This design comes from an exercise in tuning for small area, a short achievable clock period and few clock cycles per item on the open sky130 flow, not from production work.
In this exercise RTL edits were held to simulation tests only and were not proved equivalent to the original.
Power and IR drop assume default switching activity.

==> inputs of 12-03 <==
==> flow/design.v <==
module ppc_decode (
    input  wire         clk,
    input  wire         rst,         
    input  wire         wr_en,
    input  wire [7:0]   wr_addr,
    input  wire [31:0]  wr_data,
    output wire         busy,
    output wire [11:0]  status,
    output wire [31:0]  bits,
    output wire [127:0] fval,
    output wire [9:0]   cmdf
);
    localparam [3:0] R_NONE = 4'd0, R_OK = 4'd1, R_LEN = 4'd2,
                     R_BADDESC = 4'd7, R_BADCMD = 4'd8;
    integer i;
    reg        lock;
    reg [6:0]  rxlen;
    reg [6:0]  d_rawlen;
    reg [5:0]  d_bitlen;
    reg        d_order;
    reg        d_half;
    reg [7:0]  d_sentinel;
    reg        d_st_en;
    reg        d_st_w2;
    reg [5:0]  d_st_pos;
    reg [15:0] d_sab  [0:3];     
    reg        f_en   [0:3];
    reg        f_kind [0:3];
    reg [5:0]  f_start[0:3];
    reg [5:0]  f_end  [0:3];
    reg        e_valid[0:7];
    reg [1:0]  e_field[0:7];
    reg [31:0] e_value[0:7];
    reg [31:0] e_pat  [0:7];
    reg [7:0]  raw    [0:63];
    reg        t_len;            
    reg        t_f  [0:3];       
    reg        t_st;             
    reg        t_e  [0:7];       
    reg [3:0]  res_code;
    reg        res_wenum;
    reg        res_ovalid;
    reg [31:0] bits_r;
    reg [31:0] fval_r [0:3];
    reg [3:0]  present_r;
    reg        sa_r, sb_r;
    reg        busy_r;
    reg        go;               
    reg        ok_r;             
    reg        baddesc_r;        
    reg [31:0] ext_r;            
    reg [3:0]  rem;              
    reg        va_r;             
    reg        hz_r;             
    reg        gohz;             
    reg        a_rev, a_kind, a_en;
    reg [1:0]  a_f;
    reg [4:0]  a_sh, a_wm1;
    reg [7:0]  a_cand;
    reg        vb;
    reg [31:0] y_r;
    reg [4:0]  b_wm1;
    reg [7:0]  b_cand;
    reg        b_num, b_enum;
    reg [3:0]  b_we;
    reg [3:0]  st_ab_r;
    assign busy = busy_r;
    reg        cfg_ok;           
    function sample;
        input [7:0] m;
        input [7:0] s;
        begin
            sample = ((d_half ? s : m) == d_sentinel);
        end
    endfunction
    function rawlen_ok;
        input [6:0] r;
        begin
            rawlen_ok = !r[0] && r >= 7'd4 && r <= 7'd64;
        end
    endfunction
    wire        wr_nr = wr_en && !busy_r;
    wire        wr    = wr_nr && !rst;
    wire        dwr   = wr_nr && !lock;
    wire [31:0] wd  = rst ? 32'd0 : wr_data;
    wire w_rawlen = dwr && wr_addr == 8'h10;
    wire w_bitlen = dwr && wr_addr == 8'h11;
    wire w_state  = dwr && wr_addr == 8'h1B;
    reg  [3:0] w_fctl;
    reg  [7:0] w_ectl;
    always @(*) begin
        for (i = 0; i < 4; i = i + 1) w_fctl[i] = dwr && wr_addr == 8'h20 + 4 * i;
        for (i = 0; i < 8; i = i + 1) w_ectl[i] = dwr && wr_addr == 8'h30 + 4 * i;
    end
    reg [3:0] ek;                
    always @(*)
        for (i = 0; i < 4; i = i + 1) ek[i] = f_en[i] & f_kind[i];
    always @(posedge clk) begin
        if (rst || w_rawlen) d_rawlen <= wd[6:0];
        if (rst || w_bitlen) d_bitlen <= wd[5:0];
        if (rst || (dwr && wr_addr == 8'h15)) begin d_order <= wd[0]; d_half <= wd[1]; end
        if (rst || (dwr && wr_addr == 8'h16)) d_sentinel <= wd[7:0];
        if (rst || w_state) begin
            d_st_en  <= wd[0];
            d_st_w2  <= wd[1];
            d_st_pos <= wd[13:8];
        end
        for (i = 0; i < 4; i = i + 1) begin
            if (rst || (dwr && wr_addr == 8'h1C + i)) d_sab[i] <= wd[15:0];
            if (rst || w_fctl[i]) begin
                f_en[i]    <= wd[0];
                f_kind[i]  <= wd[1];
                f_start[i] <= wd[13:8];
                f_end[i]   <= wd[21:16];
            end
        end
        for (i = 0; i < 8; i = i + 1) begin
            if (rst || w_ectl[i]) begin
                e_valid[i] <= wd[0];
                e_field[i] <= wd[3:2];
            end
            if (rst || (dwr && wr_addr == 8'h31 + 4 * i)) e_value[i] <= wd;
            if (rst || (dwr && wr_addr == 8'h32 + 4 * i)) e_pat[i]   <= wd;
        end
        if (rst || (wr_nr && wr_addr == 8'h03)) rxlen <= wd[6:0];
        if (rst) lock <= 1'b0;
        else if (wr_nr && wr_addr == 8'h02 && wr_data[0]) lock <= 1'b1;
        for (i = 0; i < 64; i = i + 1)
            if (wr && wr_addr == 8'h80 + i) raw[i] <= wr_data[7:0];
    end
    reg       t_len_n, t_st_n;
    reg [3:0] t_f_n;
    reg [7:0] t_e_n;
    always @(*) begin
        t_len_n = t_len;
        if (w_rawlen)
            t_len_n = rawlen_ok(wr_data[6:0]) && d_bitlen <= wr_data[6:1];
        else if (w_bitlen)
            t_len_n = rawlen_ok(d_rawlen) && wr_data[5:0] <= d_rawlen[6:1];
        for (i = 0; i < 4; i = i + 1) begin
            t_f_n[i] = t_f[i];
            if (w_fctl[i])
                t_f_n[i] = !wr_data[0] ||
                           (wr_data[13:8] <= wr_data[21:16] && wr_data[21:16] < d_bitlen);
            else if (w_bitlen)
                t_f_n[i] = !f_en[i] ||
                           (f_start[i] <= f_end[i] && f_end[i] < wr_data[5:0]);
        end
        t_st_n = t_st;
        if (w_state)
            t_st_n = !wr_data[0] ||
                     ({1'b0, wr_data[13:8]} + {6'd0, wr_data[1]} < {1'b0, d_bitlen});
        else if (w_bitlen)
            t_st_n = !d_st_en ||
                     ({1'b0, d_st_pos} + {6'd0, d_st_w2} < {1'b0, wr_data[5:0]});
        for (i = 0; i < 8; i = i + 1) begin
            t_e_n[i] = t_e[i];
            if (w_ectl[i])
                t_e_n[i] = !wr_data[0] || ek[wr_data[3:2]];
            else if (w_fctl[e_field[i]])
                t_e_n[i] = !e_valid[i] || (wr_data[0] && wr_data[1]);
        end
    end
    always @(posedge clk) begin
        if (rst) begin
            t_len  <= 1'b0;
            t_st   <= 1'b1;
            cfg_ok <= 1'b0;
            for (i = 0; i < 4; i = i + 1) t_f[i] <= 1'b1;
            for (i = 0; i < 8; i = i + 1) t_e[i] <= 1'b1;
        end else begin
            t_len  <= t_len_n;
            t_st   <= t_st_n;
            cfg_ok <= t_len_n && t_st_n && (&t_f_n) && (&t_e_n);
            for (i = 0; i < 4; i = i + 1) t_f[i] <= t_f_n[i];
            for (i = 0; i < 8; i = i + 1) t_e[i] <= t_e_n[i];
        end
    end
    always @(posedge clk) begin
        for (i = 0; i < 32; i = i + 1)
            ext_r[i] <= (i < d_bitlen) && sample(raw[2 * i], raw[2 * i + 1]);
        ok_r      <= lock && cfg_ok && (rxlen == d_rawlen);
        baddesc_r <= !(lock && cfg_ok);
        st_ab_r   <= {sample(d_sab[3][7:0], d_sab[3][15:8]), sample(d_sab[2][7:0], d_sab[2][15:8]),
                      sample(d_sab[1][7:0], d_sab[1][15:8]), sample(d_sab[0][7:0], d_sab[0][15:8])};
    end
    wire [3:0] fen_v  = {f_en[3], f_en[2], f_en[1], f_en[0]};
    wire [3:0] src0   = (fen_v == 4'd0) ? 4'b0001 : fen_v;
    wire [3:0] pk0    = src0 & (~src0 + 4'd1);
    wire [3:0] pk1    = rem & (~rem + 4'd1);
    reg  [1:0] pf0, pf1;
    always @(*) begin
        case (pk0)
            4'b0010: pf0 = 2'd1;
            4'b0100: pf0 = 2'd2;
            4'b1000: pf0 = 2'd3;
            default: pf0 = 2'd0;
        endcase
        case (pk1)
            4'b0010: pf1 = 2'd1;
            4'b0100: pf1 = 2'd2;
            4'b1000: pf1 = 2'd3;
            default: pf1 = 2'd0;
        endcase
    end
    wire [4:0] s0 = f_start[pf0][4:0], e0 = f_end[pf0][4:0];
    wire [4:0] s1 = f_start[pf1][4:0], e1 = f_end[pf1][4:0];
    wire       rev0 = !d_order && !f_kind[pf0];
    wire       rev1 = !d_order && !f_kind[pf1];
    reg  [7:0] cand0, cand1;
    always @(*)
        for (i = 0; i < 8; i = i + 1) begin
            cand0[i] = e_valid[i] && (e_field[i] == pf0);
            cand1[i] = e_valid[i] && (e_field[i] == pf1);
        end
    wire [24:0] ctl0 = {pf0, f_en[pf0], f_kind[pf0], rev0, rev0 ? ~e0 : s0, e0 - s0, cand0};
    wire [24:0] ctl1 = {pf1, f_en[pf1], f_kind[pf1], rev1, rev1 ? ~e1 : s1, e1 - s1, cand1};
    reg [31:0] vin;
    always @(*)
        for (i = 0; i < 32; i = i + 1)
            vin[i] = a_rev ? ext_r[31 - i] : ext_r[i];
    wire [31:0] y = vin >> a_sh;
    reg [31:0] mask;
    always @(*)
        for (i = 0; i < 32; i = i + 1)
            mask[i] = (i <= b_wm1);
    reg [7:0] m;
    always @(*)
        for (i = 0; i < 8; i = i + 1)
            m[i] = vb_eff && b_cand[i] && (((e_pat[i] ^ y_r) & mask) == 32'd0);
    reg [31:0] evsel;
    reg        found;
    always @(*) begin
        evsel = 32'd0;
        found = 1'b0;
        for (i = 0; i < 8; i = i + 1) begin
            if (m[i] && !found) evsel = e_value[i];
            found = found | m[i];
        end
    end
    wire [31:0] fres = evsel | (y_r & mask & {32{vb_eff && b_num}});
    wire [63:0] st_v  = {32'd0, ext_r} >> d_st_pos;
    wire [1:0]  st_x  = st_v[1:0];
    wire        st_is_a = d_st_w2 ? (st_x == st_ab_r[1:0]) : (st_x[0] == st_ab_r[0]);
    wire        st_is_b = d_st_w2 ? (st_x == st_ab_r[3:2]) : (st_x[0] == st_ab_r[2]);
    wire cmd_wr  = wr_nr && wr_addr == 8'h00;
    wire go_n    = cmd_wr && wr_data == 32'd1;
    wire badcmd_n = cmd_wr && wr_data != 32'd0 && wr_data != 32'd1;
    wire spec_n  = go_n && !hz_r;           
    wire kill    = go && !ok_r;             
    wire rld     = go && gohz;              
    wire sa_v    = busy_r && va_r && (!go || ok_r);
    wire adv     = (busy_r && !rld) || (wr_en && wr_addr == 8'h00);
    wire va_n    = busy_r ? (rld ? ok_r : (sa_v && (rem != 4'd0))) : (spec_n && (rem != 4'd0));
    wire vb_n    = busy_r ? sa_v : spec_n;
    wire vb_eff  = vb && !kill;
    always @(posedge clk) begin
        if (rst) begin
            busy_r     <= 1'b0;
            go         <= 1'b0;
            gohz       <= 1'b0;
            hz_r       <= 1'b1;
            va_r       <= 1'b0;
            vb         <= 1'b0;
            res_code   <= R_NONE;
            res_wenum  <= 1'b0;
            res_ovalid <= 1'b0;
        end else begin
            go     <= go_n;
            gohz   <= go_n && hz_r;
            hz_r   <= wr_nr && !(wr_addr == 8'h02 || wr_addr == 8'h03);
            va_r   <= va_n;
            vb     <= vb_n;
            busy_r <= go_n || va_n || vb_n;
            if (badcmd_n) begin
                res_code   <= R_BADCMD;
                res_wenum  <= 1'b0;
                res_ovalid <= 1'b0;
            end
            if (go) begin
                if (baddesc_r) begin
                    res_code   <= R_BADDESC;
                    res_ovalid <= 1'b0;
                end else if (!ok_r) begin
                    res_code   <= R_LEN;
                    res_ovalid <= 1'b0;
                end else begin
                    res_code   <= R_OK;
                    res_ovalid <= 1'b1;
                end
            end
            if (!badcmd_n)
                res_wenum <= (res_wenum && !go) || (vb_eff && b_enum && !found);
        end
    end
    always @(posedge clk) begin
        if (!busy_r || sa_v || rld) begin
            rem <= adv ? (rem & ~pk1) : (src0 & ~pk0);
            {a_f, a_en, a_kind, a_rev, a_sh, a_wm1, a_cand} <= adv ? ctl1 : ctl0;
        end
        y_r    <= y;
        b_wm1  <= a_wm1;
        b_cand <= a_en ? a_cand : 8'd0;
        b_num  <= a_en && !a_kind;
        b_enum <= a_en && a_kind;
        for (i = 0; i < 4; i = i + 1)
            b_we[i] <= a_en && (a_f == i);
        if (go) begin
            bits_r <= ext_r;
            sa_r   <= d_st_en && st_is_a;
            sb_r   <= d_st_en && !st_is_a && st_is_b;
        end
        for (i = 0; i < 4; i = i + 1)
            if ((!busy_r && !f_en[i]) || (vb_eff && b_we[i])) begin
                fval_r[i]    <= fres;
                present_r[i] <= vb_eff && (!b_enum || found);
            end
    end
    assign status = {lock, cfg_ok, res_ovalid, res_wenum, 4'hF, res_code};
    assign bits   = bits_r;
    assign fval   = {fval_r[3], fval_r[2], fval_r[1], fval_r[0]};
    assign cmdf   = {sb_r, sa_r, 4'd0, present_r};
endmodule
==> flow/flow/run.sh <==
#!/bin/bash
# Standard ORFS layout (the standard.sh), with the timing repair steps
# asked to leave a larger setup margin so that they size the design for a
# shorter period than the 10 ns clock requires. Constraints are unchanged.
set -euo pipefail
export SETUP_SLACK_MARGIN=${SETUP_MARGIN_NS:-7}
bash standard.sh > orfs_make.log 2>&1
==> flow/standard.sh <==
#!/bin/bash
# synth_recipe.tcl (not shown) runs the flow's synth.tcl, then flattens the netlist and writes it again
# the make line also repeats each setting of config.mk as NAME=value (left out here)
make -C /OpenROAD-flow-scripts/flow DESIGN_CONFIG=/design/flow/config.mk WORK_HOME=/design/flow/orfs CLKGATE_MAP_FILE= SYNTH_SCRIPT=/design/flow/synth_recipe.tcl "${@:-finish}"
==> flow/config.mk <==
export PLATFORM = sky130hd
export DESIGN_NAME = ppc_decode
export DESIGN_NICKNAME = ppc_decode
export VERILOG_FILES = /design/flow/design.v
export SDC_FILE = /design/flow/constraint.sdc
export NUM_CORES = 4
export LEC_CHECK = 0
export CAP_MARGIN = 20
export CORE_MARGIN = 2
export CORE_UTILIZATION = 40
export PLACE_DENSITY = 0.6
export SLEW_MARGIN = 20
==> flow/constraint.sdc <==
create_clock -name core_clock -period 10.0 [get_ports {clk}]
set_input_delay 2.0000 -clock core_clock [delete_from_list [all_inputs] [get_ports {clk}]]
set_output_delay 2.0000 -clock core_clock [all_outputs]
set_load 0.01 [all_outputs]
==> inputs of 11-05, as changes to 12-03 <==
==> flow/design.v, changed modules only <==
module ppc_decode (
    input  wire         clk,
    input  wire         rst,         
    input  wire         wr_en,
    input  wire [7:0]   wr_addr,
    input  wire [31:0]  wr_data,
    output wire         busy,
    output wire [11:0]  status,
    output wire [31:0]  bits,
    output wire [127:0] fval,
    output wire [9:0]   cmdf
);
    localparam [3:0] R_NONE = 4'd0, R_OK = 4'd1, R_LEN = 4'd2,
                     R_BADDESC = 4'd7, R_BADCMD = 4'd8;
    integer i;
    reg        lock;
    reg [6:0]  rxlen;
    reg [6:0]  d_rawlen;
    reg [5:0]  d_bitlen;
    reg        d_order;
    reg        d_half;
    reg [7:0]  d_sentinel;
    reg        d_st_en;
    reg        d_st_w2;
    reg [5:0]  d_st_pos;
    reg [15:0] d_sab  [0:3];     
    reg        f_en   [0:3];
    reg        f_kind [0:3];
    reg [5:0]  f_start[0:3];
    reg [5:0]  f_end  [0:3];
    reg        e_valid[0:7];
    reg [1:0]  e_field[0:7];
    reg [31:0] e_value[0:7];
    reg [31:0] e_pat  [0:7];
    reg [7:0]  raw    [0:63];
    reg        t_len;            
    reg        t_f  [0:3];       
    reg        t_st;             
    reg        t_e  [0:7];       
    reg [3:0]  res_code;
    reg        res_wenum;
    reg        res_ovalid;
    reg [31:0] bits_r;
    reg [31:0] fval_r [0:3];
    reg [3:0]  present_r;
    reg        sa_r, sb_r;
    reg        busy_r;
    reg        go;               
    reg        ok_r;             
    reg        baddesc_r;        
    reg [31:0] ext_r;            
    reg [3:0]  rem;              
    reg        va_r;             
    reg        hz_r;             
    reg        gohz;             
    reg        a_rev, a_kind, a_en;
    reg [1:0]  a_f;
    reg [4:0]  a_sh, a_wm1;
    reg        vb;
    reg [31:0] y_r;
    reg [4:0]  b_wm1;
    reg        b_num, b_enum;
    reg [3:0]  b_we;
    reg        vc;
    reg [7:0]  m_r;
    reg [31:0] num_r;
    reg        c_enum;
    reg [3:0]  c_we;
    reg [3:0]  st_ab_r;
    assign busy = busy_r;
    reg        cfg_a, cfg_b;     
    wire       cfg_ok = cfg_a & cfg_b;
    function sample;
        input [7:0] m;
        input [7:0] s;
        begin
            sample = ((d_half ? s : m) == d_sentinel);
        end
    endfunction
    function rawlen_ok;
        input [6:0] r;
        begin
            rawlen_ok = !r[0] && r >= 7'd4 && r <= 7'd64;
        end
    endfunction
    wire        wr_nr = wr_en && !busy_r;
    wire        wr    = wr_nr && !rst;
    wire        dwr   = wr_nr && !lock;
    wire [31:0] wd  = rst ? 32'd0 : wr_data;
    wire w_rawlen = dwr && wr_addr == 8'h10;
    wire w_bitlen = dwr && wr_addr == 8'h11;
    wire w_state  = dwr && wr_addr == 8'h1B;
    reg  [3:0] w_fctl;
    reg  [7:0] w_ectl;
    always @(*) begin
        for (i = 0; i < 4; i = i + 1) w_fctl[i] = dwr && wr_addr == 8'h20 + 4 * i;
        for (i = 0; i < 8; i = i + 1) w_ectl[i] = dwr && wr_addr == 8'h30 + 4 * i;
    end
    reg [3:0] ek;                
    always @(*)
        for (i = 0; i < 4; i = i + 1) ek[i] = f_en[i] & f_kind[i];
    always @(posedge clk) begin
        if (rst || w_rawlen) d_rawlen <= wd[6:0];
        if (rst || w_bitlen) d_bitlen <= wd[5:0];
        if (rst || (dwr && wr_addr == 8'h15)) begin d_order <= wd[0]; d_half <= wd[1]; end
        if (rst || (dwr && wr_addr == 8'h16)) d_sentinel <= wd[7:0];
        if (rst || w_state) begin
            d_st_en  <= wd[0];
            d_st_w2  <= wd[1];
            d_st_pos <= wd[13:8];
        end
        for (i = 0; i < 4; i = i + 1) begin
            if (rst || (dwr && wr_addr == 8'h1C + i)) d_sab[i] <= wd[15:0];
            if (rst || w_fctl[i]) begin
                f_en[i]    <= wd[0];
                f_kind[i]  <= wd[1];
                f_start[i] <= wd[13:8];
                f_end[i]   <= wd[21:16];
            end
        end
        for (i = 0; i < 8; i = i + 1) begin
            if (rst || w_ectl[i]) begin
                e_valid[i] <= wd[0];
                e_field[i] <= wd[3:2];
            end
            if (rst || (dwr && wr_addr == 8'h31 + 4 * i)) e_value[i] <= wd;
            if (rst || (dwr && wr_addr == 8'h32 + 4 * i)) e_pat[i]   <= wd;
        end
        if (rst || (wr_nr && wr_addr == 8'h03)) rxlen <= wd[6:0];
        if (rst) lock <= 1'b0;
        else if (wr_nr && wr_addr == 8'h02 && wr_data[0]) lock <= 1'b1;
        for (i = 0; i < 64; i = i + 1)
            if (wr && wr_addr == 8'h80 + i) raw[i] <= wr_data[7:0];
    end
    reg  [5:0] bitlen_m1;        
    reg  [6:0] st_end;           
    reg  [3:0] f_order;          
    always @(posedge clk) begin
        if (rst || w_bitlen) bitlen_m1 <= wd[5:0] - 6'd1;
        if (rst || w_state)  st_end    <= {1'b0, wd[13:8]} + {6'd0, wd[1]};
        for (i = 0; i < 4; i = i + 1)
            if (rst || w_fctl[i]) f_order[i] <= wd[13:8] <= wd[21:16];
    end
    reg       t_len_n, t_st_n;
    reg [3:0] t_f_n;
    reg [7:0] t_e_n;
    always @(*) begin
        t_len_n = t_len;
        if (w_rawlen)
            t_len_n = rawlen_ok(wr_data[6:0]) && d_bitlen <= wr_data[6:1];
        else if (w_bitlen)
            t_len_n = rawlen_ok(d_rawlen) && wr_data[5:0] <= d_rawlen[6:1];
        for (i = 0; i < 4; i = i + 1) begin
            t_f_n[i] = t_f[i];
            if (w_fctl[i])
                t_f_n[i] = !wr_data[0] ||
                           (wr_data[13:8] <= wr_data[21:16] && wr_data[21:16] < d_bitlen);
            else if (w_bitlen)
                t_f_n[i] = !f_en[i] || (f_order[i] && f_end[i] < wr_data[5:0]);
        end
        t_st_n = t_st;
        if (w_state)
            t_st_n = !wr_data[0] ||
                     (wr_data[13:8] < d_bitlen && (!wr_data[1] || wr_data[13:8] < bitlen_m1));
        else if (w_bitlen)
            t_st_n = !d_st_en || st_end < {1'b0, wr_data[5:0]};
        for (i = 0; i < 8; i = i + 1) begin
            t_e_n[i] = t_e[i];
            if (w_ectl[i])
                t_e_n[i] = !wr_data[0] || ek[wr_data[3:2]];
            else if (w_fctl[e_field[i]])
                t_e_n[i] = !e_valid[i] || (wr_data[0] && wr_data[1]);
        end
    end
    always @(posedge clk) begin
        if (rst) begin
            t_len  <= 1'b0;
            t_st   <= 1'b1;
            cfg_a  <= 1'b0;
            cfg_b  <= 1'b1;
            for (i = 0; i < 4; i = i + 1) t_f[i] <= 1'b1;
            for (i = 0; i < 8; i = i + 1) t_e[i] <= 1'b1;
        end else begin
            t_len  <= t_len_n;
            t_st   <= t_st_n;
            cfg_a  <= t_len_n && t_st_n && (&t_f_n);
            cfg_b  <= &t_e_n;
            for (i = 0; i < 4; i = i + 1) t_f[i] <= t_f_n[i];
            for (i = 0; i < 8; i = i + 1) t_e[i] <= t_e_n[i];
        end
    end
    always @(posedge clk) begin
        for (i = 0; i < 32; i = i + 1)
            ext_r[i] <= (i < d_bitlen) && sample(raw[2 * i], raw[2 * i + 1]);
        ok_r      <= lock && cfg_ok && (rxlen == d_rawlen);
        baddesc_r <= !(lock && cfg_ok);
        st_ab_r   <= {sample(d_sab[3][7:0], d_sab[3][15:8]), sample(d_sab[2][7:0], d_sab[2][15:8]),
                      sample(d_sab[1][7:0], d_sab[1][15:8]), sample(d_sab[0][7:0], d_sab[0][15:8])};
    end
    wire [3:0] fen_v  = {f_en[3], f_en[2], f_en[1], f_en[0]};
    wire [3:0] src0   = (fen_v == 4'd0) ? 4'b0001 : fen_v;
    wire [3:0] pk0    = src0 & (~src0 + 4'd1);
    wire [3:0] pk1    = rem & (~rem + 4'd1);
    reg  [1:0] pf0, pf1;
    always @(*) begin
        case (pk0)
            4'b0010: pf0 = 2'd1;
            4'b0100: pf0 = 2'd2;
            4'b1000: pf0 = 2'd3;
            default: pf0 = 2'd0;
        endcase
        case (pk1)
            4'b0010: pf1 = 2'd1;
            4'b0100: pf1 = 2'd2;
            4'b1000: pf1 = 2'd3;
            default: pf1 = 2'd0;
        endcase
    end
    wire [4:0] s0 = f_start[pf0][4:0], e0 = f_end[pf0][4:0];
    wire [4:0] s1 = f_start[pf1][4:0], e1 = f_end[pf1][4:0];
    wire       rev0 = !d_order && !f_kind[pf0];
    wire       rev1 = !d_order && !f_kind[pf1];
    wire [16:0] ctl0 = {pf0, f_en[pf0], f_kind[pf0], rev0, rev0 ? ~e0 : s0, e0 - s0};
    wire [16:0] ctl1 = {pf1, f_en[pf1], f_kind[pf1], rev1, rev1 ? ~e1 : s1, e1 - s1};
    reg [31:0] vin;
    always @(*)
        for (i = 0; i < 32; i = i + 1)
            vin[i] = a_rev ? ext_r[31 - i] : ext_r[i];
    wire [31:0] y = vin >> a_sh;
    reg [31:0] mask;
    always @(*)
        for (i = 0; i < 32; i = i + 1)
            mask[i] = (i <= b_wm1);
    reg [7:0] m;
    always @(*)
        for (i = 0; i < 8; i = i + 1)
            m[i] = e_valid[i] && b_we[e_field[i]] && (((e_pat[i] ^ y_r) & mask) == 32'd0);
    reg [31:0] evsel;
    reg        found;
    always @(*) begin
        evsel = 32'd0;
        found = 1'b0;
        for (i = 0; i < 8; i = i + 1) begin
            if (m_r[i] && !found) evsel = e_value[i];
            found = found | m_r[i];
        end
    end
    wire [31:0] fres = evsel | num_r;
    wire [63:0] st_v  = {32'd0, bits_r} >> d_st_pos;
    wire [1:0]  st_x  = st_v[1:0];
    wire        st_is_a = d_st_w2 ? (st_x == st_ab_r[1:0]) : (st_x[0] == st_ab_r[0]);
    wire        st_is_b = d_st_w2 ? (st_x == st_ab_r[3:2]) : (st_x[0] == st_ab_r[2]);
    wire cmd_wr  = wr_nr && wr_addr == 8'h00;
    wire go_n    = cmd_wr && wr_data == 32'd1;
    wire spec_n  = go_n && !hz_r;           
    wire kill    = go && !ok_r;             
    wire rld     = go && gohz;              
    wire sa_v    = busy_r && va_r && (!go || ok_r);
    wire adv     = (busy_r && !rld) || (wr_en && wr_addr == 8'h00);
    wire va_n    = busy_r ? (rld ? ok_r : (sa_v && (rem != 4'd0))) : (spec_n && (rem != 4'd0));
    wire vb_n    = busy_r ? sa_v : spec_n;
    wire vb_eff  = vb && !kill;
    always @(posedge clk) begin
        if (rst) begin
            busy_r     <= 1'b0;
            go         <= 1'b0;
            gohz       <= 1'b0;
            hz_r       <= 1'b1;
            va_r       <= 1'b0;
            vb         <= 1'b0;
            vc         <= 1'b0;
            res_code   <= R_NONE;
            res_wenum  <= 1'b0;
            res_ovalid <= 1'b0;
        end else begin
            go     <= go_n;
            gohz   <= go_n && hz_r;
            hz_r   <= wr_nr && !(wr_addr == 8'h02 || wr_addr == 8'h03);
            va_r   <= va_n;
            vb     <= vb_n;
            vc     <= vb_eff;
            busy_r <= go_n || va_n || vb_n || vb_eff;
            if (cmd_wr && wr_data != 32'd0 && wr_data != 32'd1) begin
                res_code   <= R_BADCMD;
                res_wenum  <= 1'b0;
                res_ovalid <= 1'b0;
            end
            if (go) begin
                res_wenum <= 1'b0;
                if (baddesc_r) begin
                    res_code   <= R_BADDESC;
                    res_ovalid <= 1'b0;
                end else if (!ok_r) begin
                    res_code   <= R_LEN;
                    res_ovalid <= 1'b0;
                end else begin
                    res_code   <= R_OK;
                    res_ovalid <= 1'b1;
                end
            end else if (vc && c_enum && !found) begin
                res_wenum <= 1'b1;
            end
        end
    end
    always @(posedge clk) begin
        if (!busy_r || sa_v || rld) begin
            rem <= adv ? (rem & ~pk1) : (src0 & ~pk0);
            {a_f, a_en, a_kind, a_rev, a_sh, a_wm1} <= adv ? ctl1 : ctl0;
        end
        y_r    <= y;
        b_wm1  <= a_wm1;
        b_num  <= a_en && !a_kind;
        b_enum <= a_en && a_kind;
        for (i = 0; i < 4; i = i + 1)
            b_we[i] <= a_en && (a_f == i);
        for (i = 0; i < 8; i = i + 1) m_r[i] <= vb_eff && m[i];
        num_r  <= (vb_eff && b_num) ? (y_r & mask) : 32'd0;
        c_enum <= vb_eff && b_enum;
        c_we   <= vb_eff ? b_we : 4'd0;
        sa_r <= d_st_en && st_is_a;
        sb_r <= d_st_en && !st_is_a && st_is_b;
        if (go) begin
            bits_r <= ext_r;
        end
        for (i = 0; i < 4; i = i + 1)
            if (go || c_we[i]) begin
                fval_r[i]    <= fres;
                present_r[i] <= !go && (!c_enum || found);
            end
    end
    assign status = {lock, cfg_ok, res_ovalid, res_wenum, 4'hF, res_code};
    assign bits   = bits_r;
    assign fval   = {fval_r[3], fval_r[2], fval_r[1], fval_r[0]};
    assign cmdf   = {sb_r, sa_r, 4'd0, present_r};
endmodule
--- a/flow/config.mk
+++ b/flow/config.mk
@@ -9,4 +9,7 @@
 export CORE_MARGIN = 2
 export CORE_UTILIZATION = 40
+export CTS_CLUSTER_DIAMETER = 100
+export CTS_CLUSTER_SIZE = 26
 export PLACE_DENSITY = 0.6
 export SLEW_MARGIN = 20
+export TNS_END_PERCENT = 10
==> comparison <==
In 11-05 the synthesized cell count is lower than in 12-03, by 3.6%.
Between 11-05 and 12-03, the lower die area is in 11-05 (gap about 0.4%, measured against 12-03).
Of 12-03 and 11-05, 12-03 has the higher hold slack (gap 0.055 ns).
Count of clock-buffer cells in the layout: 11-05 is lower than 12-03 (103).
Synthesized area: 11-05 is smaller than 12-03 (0.41%).
In 11-05 the core utilization is lower than in 12-03, by 2.8 points.
In sequential power, 12-03 and 11-05 hardly differ.
In 11-05 the first-iteration DRC count is smaller than in 12-03, by 1.0%.
Testbench counts of 12-03, summed over its fixed seeds: cycles 20,884, decodes 384.
Testbench counts of 11-05, summed over its fixed seeds: cycles 21,268, decodes 384.

## static timing again, ports no longer ideal
The results above use ideal ports. As a check the final layouts listed here were re-extracted and re-timed, cells and wires unchanged. Step 1 sets driving cells, clkbuf_16 on the clock port and buf_2 on the other inputs (assumed; they add their load-dependent delay and slew). Step 2, shift: input delay + t, output delay - t, t = (earliest + latest rising clock arrival at the registers) / 2. This alone moves slack from input paths to output paths. Slacks: ideal ports / drivers / drivers and shift; pairs: ideal ports / drivers.
| run | t, ns | setup WS [ns] | worst hold slack (ns) | clock arrival spread, ns | worst data-port slew with drivers (ns) |
|---|---|---|---|---|---|
| 12-03 | 0.885 | 6.359 / 6.359 / 5.651 | 0.408 / 0.408 / 0.408 | 0.055 / 0.055 | 0.13 |
| 11-05 | 0.778 | 6.650 / 6.567 / 5.869 | 0.354 / 0.354 / 0.354 | 0.065 / 0.065 | 0.22 |
After both steps setup and hold are still met in every run listed. For 11-05, which loses most, drivers alone change the setup slack by -0.083 ns; drivers and shift together by -0.781 ns.
